Context: an optimization exercise on an open-source flow, tuned for small area. The choices shown serve that exercise and are no tape-out recipe.
Function was checked by simulation only, so behaviour that the tests miss may differ from the original.
The flow treats the clock pin as an ideal source, which a real chip does not have.
Power figures rest on the tool's default switching activity, not on a simulated workload.

==> run C: inputs <==
==> flow/design.v (excerpt) <==
module ts100_i2cm (
    input  wire        clk,
    input  wire        rst_n,
    input  wire        h_valid,
    input  wire        h_write,
    input  wire [2:0]  h_size,
    input  wire [4:0]  h_addr,
    input  wire [31:0] h_wdata,
    output reg  [31:0] h_rdata,
    output wire        h_err,
    input  wire        scl_i,
    input  wire        sda_i,
    output wire        scl_o,
    output wire        sda_o
);
    localparam [2:0] ST_OFF      = 3'd0,
                     ST_IDLE     = 3'd1,
                     ST_STARTING = 3'd2,
                     ST_STARTED  = 3'd3,
                     ST_ADDRESS  = 3'd4,
                     ST_READY    = 3'd5,
                     ST_TRANSMIT = 3'd6,
                     ST_STOPPING = 3'd7;
    reg [11:0] ccr_n;            
    wire [11:0] ccr = ~ccr_n;
    reg        fs;
    reg [5:0]  trise;
    reg [15:0] to_n;             
    wire [15:0] to = ~to_n;
  ...
==> flow/config.mk <==
export PLATFORM = sky130hd
export DESIGN_NAME = ts100_i2cm
export DESIGN_NICKNAME = ts100_i2cm
export VERILOG_FILES = /design/flow/design.v
export SDC_FILE = /design/flow/constraint.sdc
export NUM_CORES = 4
export LEC_CHECK = 0
export CAP_MARGIN = 20
export CORE_MARGIN = 2
export CORE_UTILIZATION = 40
export CTS_BUF_LIST = sky130_fd_sc_hd__clkbuf_8
export SLEW_MARGIN = 20
==> flow/constraint.sdc <==
create_clock -name core_clock -period 10.0 [get_ports {clk}]
set_input_delay 2.0000 -clock core_clock [delete_from_list [all_inputs] [get_ports {clk}]]
set_output_delay 2.0000 -clock core_clock [all_outputs]
set_load 0.01 [all_outputs]
standard.sh (not shown) runs the stock make flow with config.mk's settings and CLKGATE_MAP_FILE= SYNTH_SCRIPT=/design/flow/synth_recipe.tcl, a recipe that flattens the netlist after the stock synthesis.
==> flow/flow/run.sh <==
#!/bin/bash
# Own layout flow: the standard flow (standard.sh) with two changes.
#  1. Synthesis is the standard flow's own script (synth_recipe.tcl, unchanged), except that
#     the abc call maps the logic with the area-oriented script flow/area.abc
#     instead of ORFS's speed script. Everything before and after abc (and so
#     every register, its name and cell) is the standard synthesis's.
#     The adders are left to abc too (ADDER_MAP_FILE empty).
#  2. Port buffers are made from sky130_fd_sc_hd__buf_1.
#  3. The clock tree is built with the options in flow/cts_args (no dummy loads).
# Each tool's output goes to a log file in this folder.
set -euo pipefail
HERE=$(pwd)
{
  cat <<'EOT'
proc abc {args} {
  set i [lsearch -exact $args -script]
  if {$i >= 0} {
    set args [lreplace $args [expr {$i + 1}] [expr {$i + 1}] $::env(OWN_ABC_SCRIPT)]
  }
  yosys abc {*}$args
}
EOT
  cat synth_recipe.tcl
} > own_synth.tcl
sed "s|SYNTH_SCRIPT=[^ ]*|SYNTH_SCRIPT=$HERE/own_synth.tcl|" standard.sh > own_standard.sh
grep -q "SYNTH_SCRIPT=$HERE/own_synth.tcl" own_standard.sh
export OWN_ABC_SCRIPT="$HERE/flow/area.abc"
# no adder cells from ADDER_MAP_FILE: abc maps the adders with the rest of the logic
export ADDER_MAP_FILE=
export BUFFER_PORTS_ARGS="-buffer_cell sky130_fd_sc_hd__buf_1"
# clock tree options (flow/cts_args), in place of ORFS's defaults
export CTS_ARGS="$(cat flow/cts_args)"
bash own_standard.sh > standard.log 2>&1
==> flow/flow/area.abc <==
strash
&get -n
&deepsyn -T 60
&put
strash
&get -n
&dch -f
&nf -a -R 20
&put
==> flow/flow/cts_args <==
-sink_clustering_enable -repair_clock_nets -root_buf sky130_fd_sc_hd__clkbuf_8 -buf_list sky130_fd_sc_hd__clkbuf_4 -dont_use_dummy_load
==> run A (differences from run C) <==
--- a/flow/design.v
+++ b/flow/design.v
@@ -100,33 +100,33 @@
     wire waiting  = wait_ph & ~wait_ok;          
     wire t_to     = tick & waiting & to_hit;     
     wire t_nack   = tick & st_frame & (ph == 2'd3) & is_ack & ~sh[0];
     wire [3:0] wait_code = st_sting ? 4'd6 : st_addr ? 4'd7 : st_tx ? 4'd8 : 4'd9;
     wire [3:0] raise_code = t_to ? wait_code :
                             t_nack ? (st_addr ? 4'd4 : 4'd5) :
                             c_err1 ? 4'd1 : c_err2 ? 4'd2 : 4'd3;
+    wire sh_lda  = c_go & op_addrw;                          
+    wire sh_ldw  = c_go & op_write;                          
+    wire sh_shf  = tick & st_frame & (ph == 2'd0);           
+    wire sh_ack  = tick & st_frame & (ph == 2'd2) & is_ack & scl_line;
+    wire sh_hold = ~(sh_lda | sh_ldw | sh_shf);
+    wire [8:0] sh_d = ({9{sh_lda}}  & {h_wdata[14:8], 1'b0, 1'b1}) |
+                      ({9{sh_ldw}}  & {h_wdata[15:8], 1'b1}) |
+                      ({9{sh_shf}}  & {sh[7:0], 1'b0}) |
+                      ({9{sh_hold}} & {sh[8:1], sh_ack ? ~sda_line : sh[0]});
     always @(posedge clk) begin
         if (!ticking)
             div <= 12'd0;
         else if (!wr)
             div <= tick ? 12'd0 : div + 12'd1;
         if (!ticking)
             wcnt <= 16'd0;
         else if (tick)
             wcnt <= (waiting & ~to_hit) ? wcnt + 16'd1 : 16'd0;
-        if (c_go & op_addrw)
-            sh <= {h_wdata[14:8], 1'b0, 1'b1};
-        else if (c_go & op_write)
-            sh <= {h_wdata[15:8], 1'b1};
-        else if (tick & st_frame) begin
-            if (ph == 2'd0)
-                sh <= {sh[7:0], 1'b0};
-            else if (ph == 2'd2 & is_ack & scl_line)
-                sh[0] <= ~sda_line;
-        end
+        sh <= sh_d;
         if (c_go & ~st_stop)
             ph <= 2'd0;
         else if (tick & ~waiting) begin
             if (st_frame & (ph == 2'd3) & is_ack & sh[0])
                 ph <= {1'b0, st_tx};
             else
                 ph <= ph + 2'd1;
==> flow/flow/run.sh (replaced) <==
#!/bin/bash
# Own layout flow: the standard flow (standard.sh) with these changes.
#  1. Synthesis is the standard flow's own script (synth_recipe.tcl, unchanged), except
#     that the abc call maps the logic for area: it runs abc once with each
#     script in flow/abc/ on the same input and keeps the smallest result.
#     Everything before and after abc, and so every register with its name
#     and cell, is the standard synthesis's. The adders are left to abc
#     too (ADDER_MAP_FILE empty) instead of being mapped to adder cells.
#  2. Port buffers are made from sky130_fd_sc_hd__buf_1.
#  3. The clock tree is built with the options in flow/cts_args (small
#     buffers, no dummy loads); flow/post_cts.tcl then upsizes the leaf
#     buffers whose flip-flop clock pins would see a slow slew.
# Each tool's output goes to a log file in this folder.
set -euo pipefail
HERE=$(pwd)
{
  cat <<'EOT'
proc abc {args} {
  set i [lsearch -exact $args -script]
  set l [lsearch -exact $args -liberty]
  set lib [lindex $args [expr {$l + 1}]]
  yosys design -save own_pre_abc
  set best_area -1
  set best -1
  set n 0
  foreach script [lsort [glob $::env(OWN_ABC_DIR)/*.abc]] {
    yosys design -load own_pre_abc
    yosys abc {*}[lreplace $args [expr {$i + 1}] [expr {$i + 1}] $script]
    set rep [tee -q -s result.string stat -liberty $lib]
    if {![regexp {Chip area for module[^:]*:\s*([0-9.]+)} $rep -> area]} {
      error "own abc: no area for $script"
    }
    puts "own abc: [file tail $script] area $area"
    yosys design -save own_cand_$n
    if {$best < 0 || $area < $best_area} {
      set best_area $area
      set best $n
    }
    incr n
  }
  puts "own abc: keeping candidate $best, area $best_area"
  yosys design -load own_cand_$best
}
EOT
  cat synth_recipe.tcl
} > own_synth.tcl
sed "s|SYNTH_SCRIPT=[^ ]*|SYNTH_SCRIPT=$HERE/own_synth.tcl|" standard.sh > own_standard.sh
grep -q "SYNTH_SCRIPT=$HERE/own_synth.tcl" own_standard.sh
export OWN_ABC_DIR="$HERE/flow/abc"
# no adder cells from ADDER_MAP_FILE: abc maps the adders with the rest of the logic
export ADDER_MAP_FILE=
export BUFFER_PORTS_ARGS="-buffer_cell sky130_fd_sc_hd__buf_1"
# clock tree options (flow/cts_args), in place of ORFS's defaults
export CTS_ARGS="$(cat flow/cts_args)"
# after CTS: upsize the clock tree's leaf buffers that give a slow clock slew
export POST_CTS_TCL="$HERE/flow/post_cts.tcl"
# one tie cell for all the constant outputs
export SKIP_REPAIR_TIE_FANOUT=1
bash own_standard.sh > standard.log 2>&1
==> flow/flow/abc/ds1a.abc (new file) <==
strash
&get -n
&deepsyn -T 45 -S 1
&put
strash
&get -n
&dch -f
&nf -a -R 20
&put
==> flow/flow/abc/ds1b.abc (new file) <==
strash
&get -n
&deepsyn -T 45 -S 1
&dch -f
&nf -a -p -R 1000
&put
==> flow/flow/abc/ds2a.abc (new file) <==
strash
&get -n
&deepsyn -T 45 -S 2
&put
strash
&get -n
&dch -f
&nf -a -R 20
&put
==> flow/flow/abc/ds2b.abc (new file) <==
strash
&get -n
&deepsyn -T 45 -S 2
&dch -f
&nf -a -p -R 1000
&put
==> flow/flow/abc/ds3a.abc (new file) <==
strash
&get -n
&deepsyn -T 45 -S 3
&put
strash
&get -n
&dch -f
&nf -a -R 20
&put
==> flow/flow/abc/ds3b.abc (new file) <==
strash
&get -n
&deepsyn -T 45 -S 3
&dch -f
&nf -a -p -R 1000
&put
==> flow/flow/cts_args (replaced) <==
-sink_clustering_enable -repair_clock_nets -buf_list sky130_fd_sc_hd__clkbuf_4 -dont_use_dummy_load
==> flow/flow/post_cts.tcl (new file) <==
# Own flow, after CTS: the clock tree is built from sky130_fd_sc_hd__clkbuf_4
# (flow/cts_args). A leaf buffer (all its loads are flip-flop clock pins) whose
# worst clock-pin slew, with placement parasitics, is above 118 ps
# becomes a sky130_fd_sc_hd__clkbuf_8; the placement is legalized again, and
# this repeats until no leaf is above the limit.
proc own_upsize_leaves {own_slew_limit} {
  estimate_parasitics -placement
  set resized 0
  foreach net [get_nets clknet_*] {
    set drv [get_pins -of_objects $net -filter "direction==output"]
    if {[llength $drv] != 1} { continue }
    set cell [get_cells -of_objects $drv]
    if {[get_property $cell ref_name] ne "sky130_fd_sc_hd__clkbuf_4"} { continue }
    set pins [get_pins -of_objects $net -filter "direction==input"]
    set clk_pins {}
    foreach pin $pins {
      if {[get_property $pin lib_pin_name] eq "CLK"} { lappend clk_pins $pin }
    }
    if {[llength $clk_pins] == 0 || [llength $clk_pins] != [llength $pins]} { continue }
    set worst 0
    foreach pin $clk_pins {
      foreach e {rise fall} {
        set s [get_property $pin slew_max_$e]
        if {$s > $worst} { set worst $s }
      }
    }
    if {$worst > $own_slew_limit} {
      puts "own post-cts: [get_full_name $cell] drives [get_full_name $net], slew $worst: clkbuf_8"
      replace_cell $cell sky130_fd_sc_hd__clkbuf_8
      incr resized
    }
  }
  if {$resized > 0} {
    detailed_placement
    check_placement -verbose
  }
  return $resized
}
for {set own_pass 0} {$own_pass < 5} {incr own_pass} {
  if {[own_upsize_leaves 0.118] == 0} { break }
}
estimate_parasitics -placement
- CAP_MARGIN: 20 -> 0
- CORE_UTILIZATION: 40 -> 65
- SLEW_MARGIN: 20 -> 0
removed: flow/flow/area.abc
==> run M (differences from run C) <==
==> flow/flow/run.sh (replaced) <==
#!/bin/bash
# Own layout flow: the standard flow (standard.sh) with these changes.
#  1. Synthesis is the standard flow's own script (synth_recipe.tcl, unchanged), except
#     that the abc call maps the logic for area: it runs abc once with each
#     script in flow/abc/ on the same input and keeps the smallest result.
#     Everything before and after abc, and so every register with its name
#     and cell, is the standard synthesis's. The adders are left to abc
#     too (ADDER_MAP_FILE empty) instead of being mapped to adder cells.
#  2. Port buffers are made from sky130_fd_sc_hd__buf_1.
#  3. The clock tree is built with the options in flow/cts_args (no dummy
#     loads).
# Each tool's output goes to a log file in this folder.
set -euo pipefail
HERE=$(pwd)
{
  cat <<'EOT'
proc abc {args} {
  set i [lsearch -exact $args -script]
  set l [lsearch -exact $args -liberty]
  set lib [lindex $args [expr {$l + 1}]]
  yosys design -save own_pre_abc
  set best_area -1
  set best -1
  set n 0
  foreach script [lsort [glob $::env(OWN_ABC_DIR)/*.abc]] {
    yosys design -load own_pre_abc
    yosys abc {*}[lreplace $args [expr {$i + 1}] [expr {$i + 1}] $script]
    set rep [tee -q -s result.string stat -liberty $lib]
    if {![regexp {Chip area for module[^:]*:\s*([0-9.]+)} $rep -> area]} {
      error "own abc: no area for $script"
    }
    puts "own abc: [file tail $script] area $area"
    yosys design -save own_cand_$n
    if {$best < 0 || $area < $best_area} {
      set best_area $area
      set best $n
    }
    incr n
  }
  puts "own abc: keeping candidate $best, area $best_area"
  yosys design -load own_cand_$best
}
EOT
  cat synth_recipe.tcl
} > own_synth.tcl
sed "s|SYNTH_SCRIPT=[^ ]*|SYNTH_SCRIPT=$HERE/own_synth.tcl|" standard.sh > own_standard.sh
grep -q "SYNTH_SCRIPT=$HERE/own_synth.tcl" own_standard.sh
export OWN_ABC_DIR="$HERE/flow/abc"
# no adder cells from ADDER_MAP_FILE: abc maps the adders with the rest of the logic
export ADDER_MAP_FILE=
export BUFFER_PORTS_ARGS="-buffer_cell sky130_fd_sc_hd__buf_1"
# clock tree options (flow/cts_args), in place of ORFS's defaults
export CTS_ARGS="$(cat flow/cts_args)"
bash own_standard.sh > standard.log 2>&1
==> flow/flow/abc/ds1a.abc (new file) <==
strash
&get -n
&deepsyn -T 45 -S 1
&put
strash
&get -n
&dch -f
&nf -a -R 20
&put
==> flow/flow/abc/ds1b.abc (new file) <==
strash
&get -n
&deepsyn -T 45 -S 1
&dch -f
&nf -a -p -R 1000
&put
==> flow/flow/abc/ds2a.abc (new file) <==
strash
&get -n
&deepsyn -T 45 -S 2
&put
strash
&get -n
&dch -f
&nf -a -R 20
&put
==> flow/flow/abc/ds2b.abc (new file) <==
strash
&get -n
&deepsyn -T 45 -S 2
&dch -f
&nf -a -p -R 1000
&put
==> flow/flow/abc/ds3a.abc (new file) <==
strash
&get -n
&deepsyn -T 45 -S 3
&put
strash
&get -n
&dch -f
&nf -a -R 20
&put
==> flow/flow/abc/ds3b.abc (new file) <==
strash
&get -n
&deepsyn -T 45 -S 3
&dch -f
&nf -a -p -R 1000
&put
==> flow/flow/cts_args (replaced) <==
-sink_clustering_enable -repair_clock_nets -buf_list sky130_fd_sc_hd__clkbuf_8 -dont_use_dummy_load
removed: flow/flow/area.abc
==> comparison table <==
Run status: run C complete, no violations; run M complete, no violations; run A complete, no violations
Global routing usage summed across all routing layers: run C 21.7%; run M 22.9%; run A 32.7%
TritonCTS buffer count: run C 9; run M 9; run A -
Total design power: run C 572 µW; run M 569 µW; run A 525 µW
Via density: run C 5.64; run M 5.76; run A 6.42
Clock Power: run C 191 µW; run M 191 µW; run A 153 µW
Placed inst area: run C 0.00444 mm²; run M 0.00436 mm²; run A 0.00423 mm²
Portion of total power attributed to the clock network: run C 33.4%; run M 33.5%; run A 29.1%
Die Y: run C 104 µm; run M 103 µm; run A 81.4 µm
Number of cell instances on the worst register-to-register path: run C 17; run M 18; run A 15
Post-synth design cell area: run C 0.00402 mm²; run M 0.00395 mm²; run A 0.00389 mm²
Number of placement rows: run C 36; run M 36; run A 28
WL final: run C 11.5 mm; run M 11.8 mm; run A 10.6 mm
Seq/total area: run C 39.3%; run M 40.0%; run A 40.0%

==> port drivers added, routing unchanged <==
How much do the figures lean on ideal ports? The routed layouts below were timed once more, with nothing changed but the port constraints. Step 1 sets driving cells, clkbuf_16 on the clock port and buf_2 on the other inputs (assumed; they add their load-dependent delay and slew). Step 2, shift: input delay + t, output delay - t, t = (earliest + latest rising clock arrival at the registers) / 2. This alone moves slack from input paths to output paths. Three values: no drivers, after step 1, after step 2; two values: the first two.
| run | t (ns) | setup slack, ns | worst data-port slew with drivers (ns) |
|---|---|---|---|
| run C | 0.383 | 4.646 / 4.620 / 4.620 | 0.04 |
| run A | 0.434 | 4.477 / 4.457 / 4.367 | 0.03 |
| run M | 0.375 | 4.519 / 4.498 / 4.418 | 0.03 |
After both steps setup and hold are still met in every run listed. For run A, which loses most, drivers alone change the setup slack by -0.020 ns; drivers and shift together by -0.110 ns.
